Context: an optimization exercise on an open-source flow, tuned for small area. The choices shown serve that exercise and are no tape-out recipe.
In this exercise RTL edits were held to simulation tests only and were not proved equivalent to the original.
Power figures rest on the tool's default switching activity, not on a simulated workload.

--- config.mk ---
export PLATFORM = sky130hd
export DESIGN_NAME = kstc_rx
export DESIGN_NICKNAME = kstc_rx
export VERILOG_FILES = /design/flow/design.v
export SDC_FILE = /design/flow/constraint.sdc
export NUM_CORES = 4
export LEC_CHECK = 0
export CAP_MARGIN = 20
export CORE_MARGIN = 2
export CORE_UTILIZATION = 40
export SLEW_MARGIN = 20
--- constraint.sdc ---
create_clock -name core_clock -period 5.0 [get_ports {clk}]
set_input_delay 1.0000 -clock core_clock [delete_from_list [all_inputs] [get_ports {clk}]]
set_output_delay 1.0000 -clock core_clock [all_outputs]
set_load 0.01 [all_outputs]
--- design.v ---
module kstc_crc32c_step #(
    parameter [31:0] POLY = 32'h82F63B78
) (
    input  wire [31:0] crc_in,
    input  wire [7:0]  data,
    output reg  [31:0] crc_out
);
    integer i;
    always @* begin
        crc_out = crc_in ^ {24'd0, data};
        for (i = 0; i < 8; i = i + 1)
            crc_out = crc_out[0] ? ((crc_out >> 1) ^ POLY) : (crc_out >> 1);
    end
endmodule
module kstc_rx #(
    parameter MAX_PAYLOAD = 64
) (
    input  wire                     clk,
    input  wire                     rst,
    input  wire                     in_valid,
    input  wire [7:0]               in_byte,
    output reg                      out_valid,
    output reg  [7:0]               out_pri,
    output reg  [15:0]              out_src,
    output reg  [15:0]              out_dst,
    output reg  [15:0]              out_dspec,
    output reg  [63:0]              out_tid,
    output reg  [6:0]               out_len,
    output reg  [8*MAX_PAYLOAD-1:0] out_payload
);
    localparam [7:0]  DELIM      = 8'h9E;
    localparam [7:0]  ESC        = 8'h8E;
    localparam [31:0] CRC_INIT   = 32'hFFFFFFFF;
    localparam [31:0] CRC_RESIDUE = 32'hB798B438;
    localparam        HDR        = 32;
    localparam        BUF_CAP    = MAX_PAYLOAD + 4;
    localparam        OFF_W      = 7;    
    reg             in_frame;
    reg             unesc;
    reg [OFF_W-1:0] offset;
    reg [31:0]      crc;
    reg [7:0]       pri;
    reg [15:0]      src;
    reg [15:0]      dst;
    reg [15:0]      dspec;
    reg [63:0]      tid;
    reg [7:0]       buffer [0:BUF_CAP-1];
    wire [7:0]  eff = unesc ? ~in_byte : in_byte;
    wire [31:0] crc_next;
    kstc_crc32c_step u_crc (
        .crc_in  (crc),
        .data    (eff),
        .crc_out (crc_next)
    );
    wire is_delim = (in_byte == DELIM);
    wire is_esc   = (in_byte == ESC);
    wire emit = in_valid && is_delim && in_frame &&
                (offset >= HDR + 4) && (crc == CRC_RESIDUE);
    reg bad_data;
    always @* begin
        bad_data = 1'b0;
        if (offset == 0 && eff != 8'h00)
            bad_data = 1'b1;                         
        if (offset >= 24 && offset <= 26 && eff != 8'h00)
            bad_data = 1'b1;                         
        if (offset == 27 && eff != 8'h80)
            bad_data = 1'b1;
        if (offset == HDR - 1 && crc_next != CRC_RESIDUE)
            bad_data = 1'b1;                         
        if (offset >= HDR + BUF_CAP)
            bad_data = 1'b1;                         
    end
    wire take_delim = in_valid && is_delim;
    wire take_esc   = in_valid && !is_delim && in_frame && is_esc;
    wire take_data  = in_valid && !is_delim && in_frame && !is_esc;
    wire clear = rst || take_delim || (take_esc && unesc) || (take_data && bad_data);
    always @(posedge clk) begin
        if (clear) begin
            in_frame <= take_delim && !rst;
            unesc    <= 1'b0;
            offset   <= {OFF_W{1'b0}};
            crc      <= CRC_INIT;
            pri      <= 8'd7;
            src      <= 16'hFFFF;
            dst      <= 16'hFFFF;
            dspec    <= 16'h0000;
            tid      <= 64'd0;
        end else if (take_esc) begin
            unesc <= 1'b1;
        end else if (take_data) begin
            unesc  <= 1'b0;
            offset <= offset + 1'b1;
            crc    <= (offset == HDR - 1) ? CRC_INIT : crc_next;
            case (offset)
                7'd1:  pri         <= eff;
                7'd2:  src[7:0]    <= eff;
                7'd3:  src[15:8]   <= eff;
                7'd4:  dst[7:0]    <= eff;
                7'd5:  dst[15:8]   <= eff;
                7'd6:  dspec[7:0]  <= eff;
                7'd7:  dspec[15:8] <= eff;
                7'd16: tid[7:0]    <= eff;
                7'd17: tid[15:8]   <= eff;
                7'd18: tid[23:16]  <= eff;
                7'd19: tid[31:24]  <= eff;
                7'd20: tid[39:32]  <= eff;
                7'd21: tid[47:40]  <= eff;
                7'd22: tid[55:48]  <= eff;
                7'd23: tid[63:56]  <= eff;
                default: ;
            endcase
        end
    end
    always @(posedge clk) begin
        if (!clear && take_data && offset >= HDR)
            buffer[offset - HDR] <= eff;
    end
    integer k;
    always @(posedge clk) begin
        if (rst)
            out_valid <= 1'b0;
        else
            out_valid <= emit;
    end
    always @(posedge clk) begin
        if (emit) begin
            out_pri   <= pri;
            out_src   <= src;
            out_dst   <= dst;
            out_dspec <= dspec;
            out_tid   <= tid;
            out_len   <= offset - (HDR + 4);
            for (k = 0; k < MAX_PAYLOAD; k = k + 1)
                out_payload[8*k +: 8] <= buffer[k];
        end
    end
endmodule
--- run.sh ---
#!/bin/bash
# synth_recipe.tcl (not shown) runs the flow's synth.tcl, then flattens the netlist and writes it again
# the make line also repeats each setting of config.mk as NAME=value (left out here)
make -C /OpenROAD-flow-scripts/flow DESIGN_CONFIG=/design/flow/config.mk WORK_HOME=/design/flow/orfs CLKGATE_MAP_FILE= SYNTH_SCRIPT=/design/flow/synth_recipe.tcl finish
==> impl_metrics.env <==
export IMPL_status="finished clean"
export IMPL_dp_hpwl_um=72780
export IMPL_clk_pin_slew_ps=60
export IMPL_worst_ir_drop_vdd_mv=0.2598
export IMPL_synthArstFlopShare=0
export IMPL_drt_first_pass_iters=6
export IMPL_worstPathRequired_ps=5630
export IMPL_dr_wl_met2_um=54640
export IMPL_synth_ff_type="edfxtp_1"
export IMPL_rows=120
export IMPL_yosys_register_bits=1313
export IMPL_cellPowerDensity_nw_per_um2=432.9
export IMPL_route_top_layer_used="met5"
export IMPL_cts_buffer_depth=3
export IMPL_die_h_um=331.2
export IMPL_io_buffers=650
export IMPL_yosys_area_top_type_share=0.8080
export IMPL_rsz0062_at_grt="false"
export IMPL_cp_top_family="XOR/XNOR gates"
export IMPL_post_cts_buffers=0
export IMPL_critPathKind="in -> reg"
export IMPL_cts_buffers=131
export IMPL_grt_first_pass_wirelength_um=152700
export IMPL_cp_max_fo=51
export IMPL_setup_ws_ps=884.4
export IMPL_finalHoldViolCount=0
export IMPL_ios=651
export IMPL_die_w_um=331.2
export IMPL_synth_xor_area_frac=0.03220
export IMPL_setup_tns_ps=0
export IMPL_critPathArrivalTime_ps=4740
export IMPL_drtAntennaViolNets=0
export IMPL_root_buffer="clkbuf_16"
export IMPL_grt_max_degree=83
export IMPL_total_power_w=0.02425
export IMPL_die_area_um2=109700
export IMPL_start_util=0.4016
export IMPL_worst_path_buf_inv=3
export IMPL_worstHoldPathType="reg -> reg"
export IMPL_clock_sinks=1313
export IMPL_yosys_area_share_simple=0.03600
export IMPL_drive_above_1_share=0.1254
export IMPL_p_leak_nw=18.17
export IMPL_drtIter0Drc=1984
export IMPL_synth_seq_area_share=0.8833
export IMPL_cts_resized=0
export IMPL_finClkSkew_ps=27.63
export IMPL_critical_path_max_stage_delay_ps=690
export IMPL_place_congestion=0.8383
export IMPL_via_per_inst=4.885
export IMPL_route_detailed_drc=0
export IMPL_startpoint_type="input pin"
export IMPL_synth_edf_count=1152
export IMPL_crit_chain="clkdlybuf4s50_1 > xor2_1 > xnor3_2 > xnor3_2 > or4_1 > a2bb2oi_1 > o2111a_1 > a21oi_4 > buf_12 > buf_4 > a211oi_1"
export IMPL_grt_pass1_vias=20990
export IMPL_synth_compound_gate_area_share=0.03849
export IMPL_detail_route_wl_per_cell_um=25.53
export IMPL_htreeDepth=4
export IMPL_synth_mux_area_frac=0.0002338
export IMPL_min_period_ps=4116
export IMPL_endpoint_kind="flop"
export IMPL_pre_cts_ws_ps=199.0
export IMPL_antenna_found_initial=9
export IMPL_relSlewSlack=0.2502
export IMPL_overflow=0
export IMPL_timing_fmax_mhz=243.0
export IMPL_ys_warnings_count=2
export IMPL_vias=21310
export IMPL_finish_utilization=0.5254
export IMPL_syn_inst=2047
export IMPL_crit_path_frequent_cell="xnor3_2"
export IMPL_maxCapViolations=0
export IMPL_ctsHoldBuffers=0
export IMPL_syn_area_per_cell_um2=20.92
export IMPL_worstMarginPinSlew_ps=1125
export IMPL_insertion_delay_ps=730
export IMPL_fillCellCount=8301
export IMPL_tritoncts="built"
export IMPL_drt_total_wl_um=111400
export IMPL_synth_top_family_by_area="compound AO/OA/AOI/OAI gates"
export IMPL_slew_viol_final=0
export IMPL_fin_hold_ws_ps=401.8
export IMPL_synth_fa_ha_area_frac=0.002630
export IMPL_grt_use_total=0.1985
export IMPL_synthDistinctLibCells=52
export IMPL_wl_met3_um=8548
export IMPL_syn_nets=2067
export IMPL_setup_viol=0
export IMPL_synth_area_um2=42810
export IMPL_coreArea_um2=106600
export IMPL_synth_top_cell_by_area="edfxtp_1"
export IMPL_wirelength_met1_um=45670
export IMPL_nets=2874
export IMPL_period_share=0.8231
export IMPL_netlist_top_cells_area="edfxtp_1 (81%), dfxtp_1 (7.5%), a211oi_2 (2.0%), nor2_1 (1.9%), xnor2_1 (1.2%)"
export IMPL_syn_to_final_growth_pct=30.83
export IMPL_cp_slowest_cell="clkdlybuf4s50_1"
==> area by class of cell <==
class	count	area, um2	share of cell area
sequential	1313	37820	0.6751
timing repair buffer	734	7387	0.1319
multi-input combinational	659	4796	0.08562
clock buffer	161	3453	0.06165
tap	1403	1755	0.03134
clock inverter	77	740.7	0.01322
inverter	15	61.31	0.001095
antenna	1	2.502	0.00004468
==> layer usage <==
metal  up-vias  track usage
li1       9482            -
met1     10770       0.2588
met2       922       0.3265
met3       133      0.05435
met4         6      0.05778
met5         -            0
==> placed cells by master (no fill, tap or decap), types with 4 or more instances in the layout <==
cell type           n
a211o_1            35
a211oi_1           18
a211oi_2           67
a21oi_1            10
and3_1              5
buf_12             20
buf_4              64
bufinv_16          11
clkbuf_1           26
clkbuf_16         133
clkdlybuf4s50_1   650
clkinv_1           25
clkinv_2           26
clkinvlp_4          7
dfxtp_1           161
edfxtp_1         1152
ha_1                9
inv_1               6
inv_2               4
inv_6               8
nand2_1            57
nand2b_1            6
nand3_1            21
nand4_1            10
nor2_1            214
nor2b_1             5
nor3_1              5
nor4bb_1            4
o21ai_0            14
o22ai_1            23
or3_1               4
xnor2_1            53
xnor2_2            14
xnor3_1            13
xor2_1             27
xor3_1              6
==> report_power, final <==
group	total [W]	switching, W	internal, W	leakage, nW
Clock	0.00952	0.00401	0.00551	2.04
Combinational	0.00271	0.00148	0.00123	4.52
Sequential	0.0120	0.000127	0.0119	11.6
Total	0.0242	0.00562	0.0186	18.2
==> through the flow <==
| step | instance area [um2] | std cells |
|---|---|---|
| finish | 56010 | 4363 |
| global route | 56010 | 4363 |
| CTS | 56010 | 4362 |
| detailed placement | 51810 | 4124 |
| global placement | 51810 | 4124 |
| floorplan | 42850 | 2047 |
==> cells in the mapped netlist (all sizes together), types with 2 or more instances <==
master     n
o22ai     23
nor4bb     4
edfxtp  1152
nand4b     3
nor4b      2
and2       2
or4        3
clkbuf    42
or3        4
a211oi    85
a21boi     3
o21ai     14
inv       14
nand2     57
a211o     35
xnor2     68
nor3b      2
xnor3     15
nor2     216
dfxtp    161
nand2b     6
nor4       3
buf       18
nor2b      5
nand3     21
o2111a     2
or2        4
xor2      27
ha         9
nor3       5
a21oi     11
and3       5
xor3       6
nand4     10
==> worst paths after layout <==
path | start | endpoint | slack [ps] | depth (start not counted)
worst max register to register | unesc$_SDFFE_PP0P_ | tid[11]$_SDFFE_PP0P_ | 1250 | 11
worst min register to register | buffer[34][4]$_DFFE_PP_ | out_payload[276]$_DFFE_PP_ | 400 | 0
worst max-delay path | in_byte[2] | tid[11]$_SDFFE_PP0P_ | 880 | 11
worst min-delay path | buffer[34][4]$_DFFE_PP_ | out_payload[276]$_DFFE_PP_ | 400 | 0
==> state kept, by name (all words and copies together), names as in the netlist, 32 cells and up <==
signal / count
buffer: 512
crc: 32
out_payload: 512
out_tid: 64
tid: 64
==> logic make-up after synthesis <==
kind of cell | count (synthesis)
fa+ha+maj | 9
flops | 1313
xor+xnor | 116
buf+inv | 75
simple gates | 354
mux | 1
compound gates | 179

separate check: timing with driven ports:
In the flow no input, the clock included, has a driving cell. The finished layout below was timed again as built, in two steps.
Step 1 (the two cells are an assumption about what drives the block):
set clk [get_ports {clk}]
set_driving_cell -lib_cell sky130_fd_sc_hd__clkbuf_16 $clk
set_driving_cell -lib_cell sky130_fd_sc_hd__buf_2 [delete_from_list [all_inputs] $clk]
Step 2 moves the port delays by t, midway between the first and last clock arrival at a register: inputs arrive t later, outputs are due t later. That takes back most of the time a late clock gives input paths.
a / b / c = no drivers / after step 1 / after step 2; a / b = the first two.
t (ns): 0.786
setup slack, ns: 0.884 / 0.932 / 0.145
cell pins on the clock port's net: 1
After both steps this run still meets setup and hold. The setup slack of this run moves by +0.048 ns with the drivers and by -0.739 ns with both steps.
